What follows belongs to an exercise in optimizing a design on an open flow for small area, a short achievable clock period and few clock cycles; a production flow would make more cautious choices. Only simulation tests tie the RTL to the original design; equivalence was not proved. Power is estimated from default activity; no workload was simulated.

==> flow/design.v <==
module esbf (
    input  wire       clk,
    input  wire       rst,         
    input  wire       in_valid,
    output wire       in_ready,
    input  wire [7:0] in_data,
    input  wire       in_last,
    output wire       out_valid,
    input  wire       out_ready,
    output wire [7:0] out_data,
    output wire       out_last
);
    localparam RL = 37;                  
    localparam [3:0] O_ILL   = 4'd0;
    localparam [3:0] O_INIT  = 4'd1;
    localparam [3:0] O_LOAD  = 4'd2;
    localparam [3:0] O_UPDB  = 4'd3;
    localparam [3:0] O_UPDN  = 4'd4;
    localparam [3:0] O_CREAD = 4'd5;
    localparam [3:0] O_BUILD = 4'd6;
    localparam [3:0] O_CHECK = 4'd7;
    localparam [3:0] O_FREAD = 4'd8;
    localparam [3:0] O_INFO  = 4'd9;
    localparam [1:0] K_CRC   = 2'd1;
    localparam [1:0] K_FRAME = 2'd2;
    localparam [1:0] K_INFO  = 2'd3;
    function [15:0] step1;
        input [15:0] c;
        begin
            step1 = {c[14:0], 1'b0} ^ (c[15] ? 16'h1021 : 16'h0000);
        end
    endfunction
    function [15:0] step8;
        input [15:0] c;
        integer i;
        reg [15:0] t;
        begin
            t = c;
            for (i = 0; i < 8; i = i + 1)
                t = {t[14:0], 1'b0} ^ (t[15] ? 16'h1021 : 16'h0000);
            step8 = t;
        end
    endfunction
    function [5:0] inc37;
        input [5:0] x;
        begin
            inc37 = (x == RL - 1) ? 6'd0 : x + 6'd1;
        end
    endfunction
    reg [15:0] crc_r;
    reg        held;                     
    reg [1:0]  fstat;
    reg [2:0]  alen_a;
    reg [5:0]  plen_a;
    reg        c2_a;                     
    reg [7:0]  chan_a;
    reg [15:0] cw;                       
    reg        pre;                      
    reg [5:0]  nf;                       
    reg [8*RL-1:0] ring;
    reg        ir;                       
    reg        ie;                       
    reg [2:0]  ac;                       
    reg [3:0]  opc;
    reg [7:0]  rem_a, rem_p;             
    reg        aok, pok, cok;
    reg        fdone;                    
    reg [1:0]  post;                     
    reg [5:0]  wq;                       
    reg        sv, sl;
    reg [7:0]  sd;
    reg        s_dat, s_first, s_lastd, s_rxh, s_rxl;
    reg [1:0]  s_tap;
    reg        tr;                       
    reg        mh, ml;                   
    reg        pend;                     
    reg        busy;                     
    reg [5:0]  p0;                       
    reg        ov, ol;
    reg [7:0]  od;
    reg [1:0]  rk;
    reg [3:0]  ri;
    reg [5:0]  dc;
    reg        rdp;                      
    reg [5:0]  rp;                       
    wire acc   = in_valid & ir;
    wire opB   = (opc == O_BUILD);
    wire opC   = (opc == O_CHECK);
    wire dsec  = (opB & (ac == 3'd7)) | (opC & (ac >= 3'd4));
    wire remnz = (rem_a != 8'd0) | (rem_p != 8'd0);
    wire okdat = aok & (pok | opC);
    wire dat   = dsec & remnz & okdat;
    wire first = dat & ~fdone;
    wire lastd = dat & (((rem_a == 8'd1) & (rem_p == 8'd0)) |
                        ((rem_a == 8'd0) & (rem_p == 8'd1)));
    wire rxh   = opC & (ac >= 3'd4) & ~remnz & (post == 2'd0);
    wire rxl   = opC & (ac >= 3'd4) & ~remnz & (post == 2'd1);
    wire [5:0] nB = {3'd0, alen_a} + plen_a;
    wire [5:0] nF = opC ? ({3'd0, alen_a} + 6'd11) : nB;
    wire [1:0] w0 = opC ? ~alen_a[1:0] :
                    ((nB == 6'd37) ? 2'd0 : (2'd0 - nB[1:0]));
    wire [5:0] wq1 = inc37(wq);
    wire       x0  = ~(dat & fdone) | (wq1[5:2] == 4'd0);
    reg [3:0] dec_op;
    always @(*) begin
        case (in_data)
            8'h01: dec_op = O_INIT;
            8'h02: dec_op = O_LOAD;
            8'h03: dec_op = O_UPDB;
            8'h04: dec_op = O_UPDN;
            8'h05: dec_op = O_CREAD;
            8'h10: dec_op = O_BUILD;
            8'h11: dec_op = O_CHECK;
            8'h12: dec_op = O_FREAD;
            8'h13: dec_op = O_INFO;
            default: dec_op = O_ILL;
        endcase
    end
    wire [15:0] cwf  = tr ? step1(cw) : cw;
    wire        ml_n = (sv & s_rxl) ? (sd == cwf[7:0]) : ml;
    wire        exe  = ((sv & sl) | pend) & ~ov;
    reg  [7:0] x_st;         
    reg  [1:0] x_kind;       
    always @(*) begin
        x_st   = 8'h00;
        x_kind = 2'd0;
        case (opc)
            O_INIT, O_CREAD:
                if (ac == 3'd1) x_kind = K_CRC; else x_st = 8'h04;
            O_LOAD, O_UPDN:
                if (ac == 3'd3) x_kind = K_CRC; else x_st = 8'h04;
            O_UPDB:
                if (ac == 3'd2) x_kind = K_CRC; else x_st = 8'h04;
            O_BUILD:
                if ((ac != 3'd7) | remnz) x_st = 8'h01;
                else if (~(aok & pok & cok)) x_st = 8'h02;
                else x_kind = K_FRAME;
            O_CHECK:
                if (ac < 3'd3) x_st = 8'h04;
                else if (post != 2'd2) x_st = 8'h01;
                else if (~(aok & cok)) x_st = 8'h02;
                else if (~(mh & ml_n)) x_st = 8'h03;
                else x_kind = K_FRAME;
            O_FREAD:
                if (ac == 3'd1) x_kind = held ? K_FRAME : 2'd0; else x_st = 8'h04;
            O_INFO:
                if (ac == 3'd1) x_kind = K_INFO; else x_st = 8'h04;
            default: x_st = 8'h04;
        endcase
    end
    wire        x_updb = exe & (opc == O_UPDB) & (ac == 3'd2);
    wire        x_updn = exe & (opc == O_UPDN) & (ac == 3'd3);
    wire        e_on   = x_updb | x_updn | busy;
    wire [7:0]  e_n    = x_updb ? 8'd8 : rem_a;
    wire [15:0] e_c    = crc_r ^ {((x_updb | x_updn) ? rem_p : 8'd0), 8'd0};
    wire        e_ge8  = (e_n[7:3] != 5'd0);
    wire        e_nz   = (e_n != 8'd0);
    wire [15:0] e_r    = e_ge8 ? step8(e_c) : (e_nz ? step1(e_c) : e_c);
    wire [7:0]  e_left = e_ge8 ? e_n - 8'd8 : (e_nz ? e_n - 8'd1 : 8'd0);
    wire       free   = ~ov | out_ready;
    wire       r_act  = (ri != 4'd0);
    wire       algn   = (rp[1:0] == 2'd0);
    wire [7:0] tap    = ring[8*{rp[5:2], 2'b00} +: 8];
    reg  [7:0] info_b;
    always @(*) begin
        case (ri)
            4'd1: info_b = {6'd0, fstat};
            4'd2: info_b = held ? {5'd0, alen_a} : 8'd0;
            4'd3: info_b = held ? {2'd0, plen_a} : 8'd0;
            4'd4: info_b = held ? {6'd0, c2_a, ~c2_a} : 8'd0;
            4'd5: info_b = held ? chan_a : 8'd0;
            4'd6: info_b = held ? cw[15:8] : 8'd0;
            4'd7: info_b = held ? cw[7:0] : 8'd0;
            4'd9: info_b = held ? {2'd0, nf + 6'd3} : 8'd0;
            default: info_b = 8'd0;
        endcase
    end
    reg  [7:0] g_d;
    reg        g_v, g_l, g_ld, g_done;
    reg  [3:0] g_ri;
    always @(*) begin
        g_d = 8'd0; g_v = 1'b0; g_l = 1'b0; g_ld = 1'b0; g_done = 1'b0;
        g_ri = ri + 4'd1;
        case (rk)
            K_CRC: begin
                g_d = (ri == 4'd1) ? crc_r[15:8] : crc_r[7:0];
                g_v = ~busy;
                g_l = (ri == 4'd2);
                if (busy) g_ri = ri;
            end
            K_INFO: begin
                g_d = info_b;
                g_v = 1'b1;
                g_l = (ri == 4'd9);
            end
            default: begin  
                case (ri)
                    4'd1: begin g_d = pre ? 8'haa : 8'h55; g_v = 1'b1; end
                    4'd2: begin
                        g_d  = tap;
                        g_v  = algn;
                        g_ld = algn;
                        g_ri = (algn && dc == 6'd1) ? 4'd3 : 4'd2;
                    end
                    4'd3: begin g_d = cw[15:8]; g_v = 1'b1; end
                    default: begin g_d = cw[7:0]; g_v = 1'b1; g_l = 1'b1; end
                endcase
            end
        endcase
        if (g_v & g_l) g_done = 1'b1;
    end
    wire final_ld = (exe & (x_kind == 2'd0)) | (free & r_act & ~exe & g_done);
    wire [5:0] p0_n = (sv & s_dat & s_first) ? {4'd0, s_tap} : inc37(p0);
    always @(posedge clk) begin
        ring <= {ring[8*RL-9:0], ring[8*RL-1 -: 8]};
        if (sv & s_dat) begin
            case (s_tap)
                2'd0: ring[7:0]   <= sd;
                2'd1: ring[15:8]  <= sd;
                2'd2: ring[23:16] <= sd;
                2'd3: ring[31:24] <= sd;
            endcase
        end
        if (sv & s_dat)
            cw <= step8((s_first ? 16'hffff : cw) ^ {sd, 8'h00});
        else if (tr)
            cw <= step1(cw);
        if (sv & s_dat & s_first)
            pre <= sd[7];
        if (sv & s_rxh)
            mh <= (sd == cwf[15:8]);
        if (sv & s_rxl)
            ml <= (sd == cwf[7:0]);
        p0 <= p0_n;
        if (rdp)
            rp <= (free & g_ld) ? rp : inc37(rp);
        else
            rp <= p0_n;
        if (e_on) begin
            crc_r <= e_r;
            rem_a <= e_left;
            busy  <= (e_left != 8'd0);
        end
        if (acc) begin
            sd      <= in_data;
            sl      <= in_last;
            s_dat   <= dat;
            s_first <= first;
            s_lastd <= lastd;
            s_rxh   <= rxh;
            s_rxl   <= rxl;
            s_tap   <= first ? w0 : wq[1:0];
        end
        wq <= (acc & dat) ? (first ? {4'd0, w0} : wq) : wq1;
        if (acc) begin
            if (ac != 3'd7) ac <= ac + 3'd1;
            case (ac)
                3'd0: opc <= dec_op;
                3'd1: begin
                    rem_p <= in_data;
                    if (opB) chan_a <= in_data;
                end
                3'd2: begin
                    if (opC) begin
                        rem_a  <= 8'd11;
                        alen_a <= rem_p[2:0];
                        aok    <= (rem_p >= 8'd1) & (rem_p <= 8'd5);
                        cok    <= (in_data == 8'd1) | (in_data == 8'd2);
                        c2_a   <= (in_data == 8'd2);
                        plen_a <= 6'd11;
                        chan_a <= 8'd0;
                    end else begin
                        rem_a  <= in_data;
                        if (opB) begin
                            alen_a <= in_data[2:0];
                            aok    <= (in_data >= 8'd1) & (in_data <= 8'd5);
                        end
                    end
                end
                3'd3: if (opB) begin
                    rem_p  <= in_data;
                    plen_a <= in_data[5:0];
                    pok    <= (in_data <= 8'd32);
                end
                3'd6: if (opB) begin
                    cok  <= (in_data == 8'd1) | (in_data == 8'd2);
                    c2_a <= (in_data == 8'd2);
                end
                default: ;
            endcase
            if (dsec & remnz) begin
                if (rem_a != 8'd0) rem_a <= rem_a - 8'd1;
                else               rem_p <= rem_p - 8'd1;
            end
            if (dat) fdone <= 1'b1;
            if (first) nf <= nF;
            if (opC & (ac >= 3'd4) & ~remnz & (post != 2'd2))
                post <= post + 2'd1;
        end
        sv   <= acc;
        tr   <= sv & s_dat & s_lastd;
        if (sv & sl & ov) pend <= 1'b1;
        if (exe) begin
            pend  <= 1'b0;
            ac    <= 3'd0;
            fdone <= 1'b0;
            post  <= 2'd0;
            case (opc)
                O_INIT:  if (ac == 3'd1) crc_r <= 16'hffff;
                O_LOAD:  if (ac == 3'd3) crc_r <= {rem_p, rem_a};
                O_BUILD: begin
                    fstat <= x_st[1:0];
                    held  <= (x_kind == K_FRAME);
                end
                O_CHECK: if (ac >= 3'd3) begin
                    fstat <= x_st[1:0];
                    held  <= (x_kind == K_FRAME);
                end
                default: ;
            endcase
        end
        if (exe) begin
            od  <= x_st;
            ov  <= 1'b1;
            ol  <= (x_kind == 2'd0);
            rk  <= x_kind;
            ri  <= (x_kind == 2'd0) ? 4'd0 : 4'd1;
            dc  <= nf;
            rdp <= 1'b0;
        end else if (free) begin
            if (r_act) begin
                ov <= g_v;
                if (g_v) begin
                    od <= g_d;
                    ol <= g_l;
                end
                ri <= g_done ? 4'd0 : g_ri;
                if (g_ld) dc <= dc - 6'd1;
                if (rk == K_FRAME)
                    rdp <= (g_ri == 4'd2);
            end else
                ov <= 1'b0;
        end
        if (acc & in_last) begin
            ie <= 1'b0;
            ir <= 1'b0;
        end else if (ie | final_ld) begin
            ie <= 1'b1;
            ir <= acc | x0;
        end
        if (rst) begin
            crc_r <= 16'hffff;
            held  <= 1'b0;
            fstat <= 2'd0;
            ir    <= 1'b1;
            ie    <= 1'b1;
            ac    <= 3'd0;
            fdone <= 1'b0;
            post  <= 2'd0;
            sv    <= 1'b0;
            tr    <= 1'b0;
            pend  <= 1'b0;
            busy  <= 1'b0;
            ov    <= 1'b0;
            ol    <= 1'b0;
            ri    <= 4'd0;
            rdp   <= 1'b0;
        end
    end
    assign in_ready  = ir;
    assign out_valid = ov;
    assign out_data  = od;
    assign out_last  = ol;
endmodule
==> flow/run.sh <==
#!/bin/bash
# synth_recipe.tcl (not shown) runs the flow's synth.tcl, then flattens the netlist and writes it again
# the make line also repeats each setting of config.mk as NAME=value (left out here)
make -C /OpenROAD-flow-scripts/flow DESIGN_CONFIG=/design/flow/config.mk WORK_HOME=/design/flow/orfs CLKGATE_MAP_FILE= SYNTH_SCRIPT=/design/flow/synth_recipe.tcl finish
==> flow/config.mk <==
export PLATFORM = sky130hd
export DESIGN_NAME = esbf
export DESIGN_NICKNAME = esbf
export VERILOG_FILES = /design/flow/design.v
export SDC_FILE = /design/flow/constraint.sdc
export NUM_CORES = 4
export LEC_CHECK = 0
export CAP_MARGIN = 20
export CORE_MARGIN = 2
export CORE_UTILIZATION = 30
export PLACE_DENSITY = 0.45
export SLEW_MARGIN = 20
==> flow/constraint.sdc <==
create_clock -name core_clock -period 9.0 [get_ports {clk}]
set_input_delay 1.8000 -clock core_clock [delete_from_list [all_inputs] [get_ports {clk}]]
set_output_delay 1.8000 -clock core_clock [all_outputs]
set_load 0.01 [all_outputs]
==> run summary, run 1 <==
* Outcome: finished clean
* Critical Path, Cell by Cell: nand2b_1, or4_1, nand2_1, ha_1, or4b_2, nor3_2, nor2_1, o21ai_0, a221oi_1, a311o_1
* Post-DP HPWL at roughly 32 mm
* Top cell type's share of synthesized area at 0.422
* CTS Sinks at 450
* Clock Latency Late Sink at 0.59 ns
* Die area at between 50000 and 60000 sq um
* CTS tree: done
* Final Setup Violations at 0
* GR Util met3 at 0.0258
* Synthesized cell area at around 17000 sq um
* CTS resizes at 0
* Crit path DAT at just under 5 ns
* Initial antenna violation count at 0
* Initial drt markers at between 600 and 700
* Crit Path Max Fanout at 17
* Total CTS buffers at 46
* Site Rows at 88
* Worst hold path type: flip-flop to flip-flop
* Synth Register Bits at 450
* Core Footprint at around 57000 sq um
* Synthesis Warnings at 1
* Chip height at 244 microns
* Setup Skew at 0.0230 ns
* Post-synthesis sequential area ratio at 0.570
* CP Class: flip-flop to flip-flop
* Crit end category: flip-flop
* PnR Total Power at between 5 and 6 mW
* Placed Instances at 2281
* Drt via density at 4.95
* Slew HR at 0.304
* Post-CTS Setup Bufs at 0
* Post-synth ARST share at 0
* Leakage at between 7 and 8 nW
* Unrepaired setup endpoints after global routing: false
* Initial Util at 0.302
* Peak Freq at roughly 230 MHz
* Unique masters post-synth at 83
* Final Critical Period at approximately 4.4 ns
* GRT Max-Usage Layer: met2
* Crit. Startpoint: opc[0]$_SDFFCE_PP0P_
* Drt pass-1 iters at 6
* Commonest cells post-synth: 365 x dfxtp_1, 131 x nor2_1, 103 x nand2_1
* Post-route DRC at 0
* Pin count of the biggest net entering global routing at 31
* Period utilisation layout at 0.484
* RR Endpoint: crc_r[7]$_SDFF_PP1_
* Final WS setup at 4.65 ns
* Synth area leaders: dfxtp_1 42%, edfxtp_1 15%, xnor2_1 3.3%
* Root buf cell: clkbuf_16
* Layout cells sized above 1 at 0.107
* Vias in the first global route at 11200
* Max-cap viol count at 0
* Met1 GRT Util at 0.222
* Hold Slack at 0.304 ns
* Setup TNS at 0 ns
* CP Launch Type: flip-flop
* Synthesized instance count at 1578
* Worst VDD drop at about 0.00018 V
* Reg clk slew, reported paths at roughly 0.06 ns
* PortBufs at 23
* Fin cells at 2368
* Slew Limit Fails at 0
* Pre-CTS WS at 4.58 ns
* Syn_nets at 1626
* Vias at 11700
* Required @ worst endpoint at 9.46 ns
* Avg Inst Size Synth at about 11 sq um
* GRT Total Usage at 0.154
* Most common cell in the netlist: dfxtp_1
* Reg2reg path depth at 10
* Synthesis-to-layout area growth at 15.5%
* NumNets Final at between 1500 and 2000
* Pwr Density at 292 nW/um^2
* Maximum root-to-sink buffer count at 3
* Average wire per standard cell at 19.4 microns
* CTS H-tree lvls at 2
* Max stage delay cell, worst path: edfxtp_1
* Grt ovf at 0
* Worst R2R Start: opc[0]$_SDFFCE_PP0P_
* GP Congestion at 0.848
* Met2 Usage GRT at 0.230
* I/O pins at 24
* Worst setup endpoint: crc_r[7]$_SDFF_PP1_
* Hold Buf Count CTS at 0
* Total wire length at 46.0 mm
* DIE WIDTH at 244 microns
* Reg2reg setup slack at 4.65 ns
* Synth Flop Type: dfxtp_1
* Slowest stage delay, CP at 0.69 ns
* Worst slew pin tran at 1.04 ns
* Final Hold Fails at 0
* Leading area contributor after synthesis: dfxtp_1
* First-pass GRT wire length at 70.6 mm
* EDFF count, synth at 85
* ANT nets after route at 0
[how the worst min path moves through the flow]
stage                            startpoint           endpoint  cells after the start
after floorplan            ring[92]$_DFF_P_  ring[100]$_DFF_P_                      0
after global placement     ring[58]$_DFF_P_   ring[66]$_DFF_P_                      0
after detailed placement  ring[157]$_DFF_P_  ring[165]$_DFF_P_                      0
after CTS                  ring[44]$_DFF_P_   ring[52]$_DFF_P_                      0
after global routing      ring[183]$_DFF_P_  ring[191]$_DFF_P_                      0
final                      ring[44]$_DFF_P_   ring[52]$_DFF_P_                      0
[placed cells by master, fill, tap and decap left out, types with 16 or more instances in the layout]
cell type / n
a21oi_1: 78
a221oi_1: 17
clkbuf_16: 46
clkdlybuf4s50_1: 23
dfxtp_1: 365
edfxtp_1: 85
ha_1: 34
inv_1: 34
mux2_2: 38
mux2i_1: 43
mux4_2: 16
nand2_1: 103
nand3_1: 42
nor2_1: 131
nor2b_1: 20
nor3_1: 33
o21ai_0: 73
o22ai_1: 27
xnor2_1: 65
xor2_1: 53
[per-layer routing]
layer | wire length [microns] | vias to the layer above
met2 | 20000 | 287
li1 | - | 5612
met5 | 0 | -
met1 | 22300 | 5762
met4 | 1340 | 0
met3 | 2360 | 66
[registers in the layout, summed over array words and instances, names as in the netlist, 2 cells and up]
register  flops
rk            2
plen_a        6
ri            4
sd            8
wq            6
s_tap         2
crc_r        16
dc            6
p0            6
chan_a        8
rem_p         8
ring        296
ac            3
fstat         2
rp            6
rem_a         8
post          2
alen_a        3
opc           4
cw           16
od            8
nf            6
[kinds of logic after synthesis]
| kind of cell | count (synthesis) | synth area share |
|---|---|---|
| multiplexers | 97 | 0.0704 |
| AO/OA/AOI/OAI | 318 | 0.122 |
| buffers and inverters | 132 | 0.0311 |
| XOR/XNOR | 119 | 0.0607 |
| flip-flops | 450 | 0.570 |
| AND/OR/NAND/NOR | 427 | 0.121 |
| adder cells (fa/ha/maj) | 35 | 0.0257 |
[through the flow]
stage | cell area [sq um] | utilization
global placement | 18200 | 0.317
global route | 20000 | 0.348
CTS | 20000 | 0.348
floorplan | 17300 | -
detailed placement | 18200 | 0.317
finish | 20000 | 0.348
[worst max-delay path: cells and delay by family, from the launching register on]
family,cells,cell delay (ns)
AOI/OAI and AO/OA,3,0.64
adders and majority gates,1,0.30
DFF,1,0.69
and+or+nand+nor,6,2.60
[area by class of cell]
| cell class | instances | area (sq um) |
|---|---|---|
| fill | 5685 | 37400 |
| clock inverter | 32 | 572 |
| inverter | 36 | 135 |
| tap | 765 | 957 |
| antenna | 1 | 2.50 |
| clock buffer | 54 | 1230 |
| sequential | 450 | 9860 |
| multi-input combinational | 996 | 6920 |
| timing repair buffer | 34 | 313 |
[report_power, final]
group | switching (mW) | total (mW) | internal (mW)
registers | 0.309 | 2.62 | 2.31
logic | 0.553 | 1.01 | 0.460
clock network | 0.835 | 2.20 | 1.37
total | 1.70 | 5.83 | 4.14
Testbench counts, summed over its fixed seeds: cycles 28,974.
==> run 2, diff against run 1 <==
--- a/flow/config.mk
+++ b/flow/config.mk
@@ -8,5 +8,5 @@
 export CAP_MARGIN = 20
 export CORE_MARGIN = 2
-export CORE_UTILIZATION = 30
-export PLACE_DENSITY = 0.45
+export CORE_UTILIZATION = 65
+export PLACE_DENSITY = 0.75
 export SLEW_MARGIN = 20
==> run summary, run 2 <==
* Period utilisation layout at 0.495
* Critical path buffers and inverters at 1
* Most frequent CP cell: ha_1
* Worst hold stages at 0
* Initial Util at 0.662
* Synth area leaders: dfxtp_1 42%, edfxtp_1 15%, xnor2_1 3.3%
* Post-CTS Setup Bufs at 0
* First-pass GRT wire length at 64.5 mm
* Commonest cells post-synth: 365 x dfxtp_1, 131 x nor2_1, 103 x nand2_1
* Worst VDD drop at 0.000191 V
* Syn_nets at between 1500 and 2000
* Top cell type's share of synthesized area at 0.422
* ANT nets after route at 0
* Peak Freq at 224 MHz
* Slew HR at 0.223
* Reg2reg setup slack at 4.54 ns
* CTS Sinks at 450
* Leading area contributor after synthesis: dfxtp_1
* Final WS setup at 4.54 ns
* Placed Instances at 1849
* Clock Latency Late Sink at ~0.56 ns
* Slew Limit Fails at 0
* Average wire per standard cell at 21.0 microns
* Synthesized instance count at 1578
* Post-synth ARST share at 0
* Root buf cell: clkbuf_16
* Setup Skew at between 0.015 and 0.02 ns
* Post-route DRC at 0
* Most frequent cells in the layout: 365 x dfxtp_1, 131 x nor2_1, 103 x nand2_1, 85 x edfxtp_1, 78 x a21oi_1
* Site Rows at 59
* Crit. Startpoint: ac[0]$_SDFFE_PP0P_
* Setup TNS at 0 ns
* Worst hold path type: flip-flop to flip-flop
* CP Depth at 12
* Drt pass-1 iters at 18
* Max-cap viol count at 0
* Final Hold Fails at 0
* Worst setup endpoint: crc_r[7]$_SDFF_PP1_
* CTS H-tree lvls at 2
* Most common cell in the netlist: dfxtp_1
* Antenna fix cells at 0
* Critical Path, Cell by Cell: inv_1, ha_1, nand4bb_1, or4_1, nand2_1, ha_1, or4b_2, nor3_2, nor2_1, o21ai_0, a221oi_1, a311o_1
* Worst slew pin tran at 1.15 ns
* Reg clk slew, reported paths at 0.06 ns
* Initial antenna violation count at 0
* GRT Total Usage at 0.292
* Reg2reg path depth at 12
* I/O pins at 24
* GP Congestion at 0.950
* Top reg by flops: ring
* Fillers at 1832
* CP Launch Type: flip-flop
* Core Footprint at 26100 sq um
* Grt ovf at 0
* Synthesis-to-layout area growth at 10.5%
* RR Endpoint: crc_r[7]$_SDFF_PP1_
* Fin cells at 1927
* Final Critical Period at 4.46 ns
* Final Setup Violations at 0
* Crit end category: flip-flop
* CTS resizes at 0
* Unrepaired setup endpoints after global routing: false
* Synthesis Warnings at 1
* Total wire length at about 40 mm
* NumNets Final at 1607
* CTS tree: done
* Max stage delay cell, worst path: or4b_2
* Vias at 12000
* Synth Register Bits at 450
* Avg Inst Size Synth at roughly 11 sq um
* Initial drt markers at 1446
* Vias in the first global route at 11400
* Post-DP HPWL at 27.9 mm
* Total CTS buffers at 43
* Hold Buf Count CTS at 0
* Delay-heaviest family, CP: simple AND/OR/NAND/NOR gates
* Unique masters post-synth at 83
* EDFF count, synth at between 80 and 90
* Outcome: finished clean
* Crit path DAT at 4.88 ns
* Synthesized cell area at 17300 sq um
* Layout cells sized above 1 at 0.101
* Pre-CTS WS at about 4.7 ns
* Leakage at 7.31 nW
* PortBufs at 23
* Required @ worst endpoint at ~9.4 ns
* Post-synthesis sequential area ratio at 0.570
* Maximum root-to-sink buffer count at 3
* Hold Slack at 0.321 ns
* Commonest non-fill, non-tap cell in the layout: dfxtp_1
* Crit Path Max Fanout at 11
* CP Class: flip-flop to flip-flop
* Die area at 27900 sq um
* Pwr Density at 286 nW/um^2
* Biggest regs: ring x296, crc_r x16, cw x16
* Drt via density at 6.22
* Synth Flop Type: dfxtp_1
* Slowest stage delay, CP at ~0.68 ns
* Core occupancy in the finished layout at 0.731
* DIE WIDTH at roughly 170 microns
* Chip height at 167 microns
* Worst R2R Start: ac[0]$_SDFFE_PP0P_
* Largest register FFs at 296
* Pin count of the biggest net entering global routing at 38
## run 2: cell counts after synthesis
No cell type changed its count.
## run 2: worst min-delay path by stage
stage,start,endpoint,slack (ns)
floorplan,ring[92]$_DFF_P_,ring[100]$_DFF_P_,0.31
global placement,ring[104]$_DFF_P_,ring[112]$_DFF_P_,0.31
detailed placement,ring[137]$_DFF_P_,ring[145]$_DFF_P_,0.31
CTS,ring[110]$_DFF_P_,ring[118]$_DFF_P_,0.32
global route,ring[105]$_DFF_P_,ring[113]$_DFF_P_,0.32
finish,ring[247]$_DFF_P_,ring[255]$_DFF_P_,0.32
## run 2: routing by layer
metal	routed length, microns	global-route usage	part of all wire	vias to the layer above
met5	0	0	0	-
met2	17500	0.433	0.43	569
met1	18500	0.435	0.46	5731
met3	3290	0.0527	0.081	77
met4	1120	0.102	0.028	0
li1	-	-	-	5606
## run 2: final cells by class
| cell class | instances | area, sq um | share of cell area |
|---|---|---|---|
| clock inverters | 23 | 263 | 0.0137 |
| multi-input cells | 996 | 6920 | 0.362 |
| inverters | 36 | 135 | 0.00707 |
| well taps | 335 | 419 | 0.0219 |
| clock buffers | 55 | 1220 | 0.0640 |
| repair buffers | 32 | 298 | 0.0156 |
| flip-flops and latches | 450 | 9860 | 0.516 |
## run 2: cell families after synthesis
family,count (synthesis),synth area share
DFF,450,0.570
adders and majority gates,35,0.0257
AOI/OAI and AO/OA,318,0.122
buffers and inverters,132,0.0311
xor gates and xnor gates,119,0.0607
and+or+nand+nor,427,0.121
muxes,97,0.0704
## run 2: metrics by stage
stage	power (mW)	area, sq um
2_1_floorplan	3.30	17300
5_1_grt	5.71	19100
3_3_place_gp	3.60	17600
4_1_cts	5.47	19100
3_5_place_dp	3.63	17600
6_report	5.47	19100
## run 2: power by group
part	switching (mW)	leakage (nW)	internal, mW
combinational	0.562	2.78	0.460
sequential	0.284	3.79	2.31
clock	0.767	0.732	1.09

[port drivers added, routing unchanged]
Ports are ideal in the flow. The routed layouts listed here were re-timed in OpenROAD.
Step 1, drivers: a clkbuf_16 drives clk and a buf_2 each remaining input, both assumed.
Step 2, shift: input delay + t, output delay - t, t = (earliest + latest rising clock arrival at the registers) / 2. This alone moves slack from input paths to output paths.
a / b / c = ideal / step 1 / step 2; a / b = the first two.
run | shift t [ns] | setup WS [ns] | hold slack, ns | worst register clock-pin slew, ns
run 1 | 0.639 | 4.646 / 4.646 / 4.595 | 0.304 / 0.304 / 0.304 | 0.07 / 0.07
run 2 | 0.603 | 4.543 / 4.543 / 4.543 | 0.321 / 0.321 / 0.321 | 0.07 / 0.07
After both steps every run listed still meets setup and hold. For run 1, which loses most, drivers alone change the setup slack by 0.000 ns; drivers and shift together by -0.051 ns.
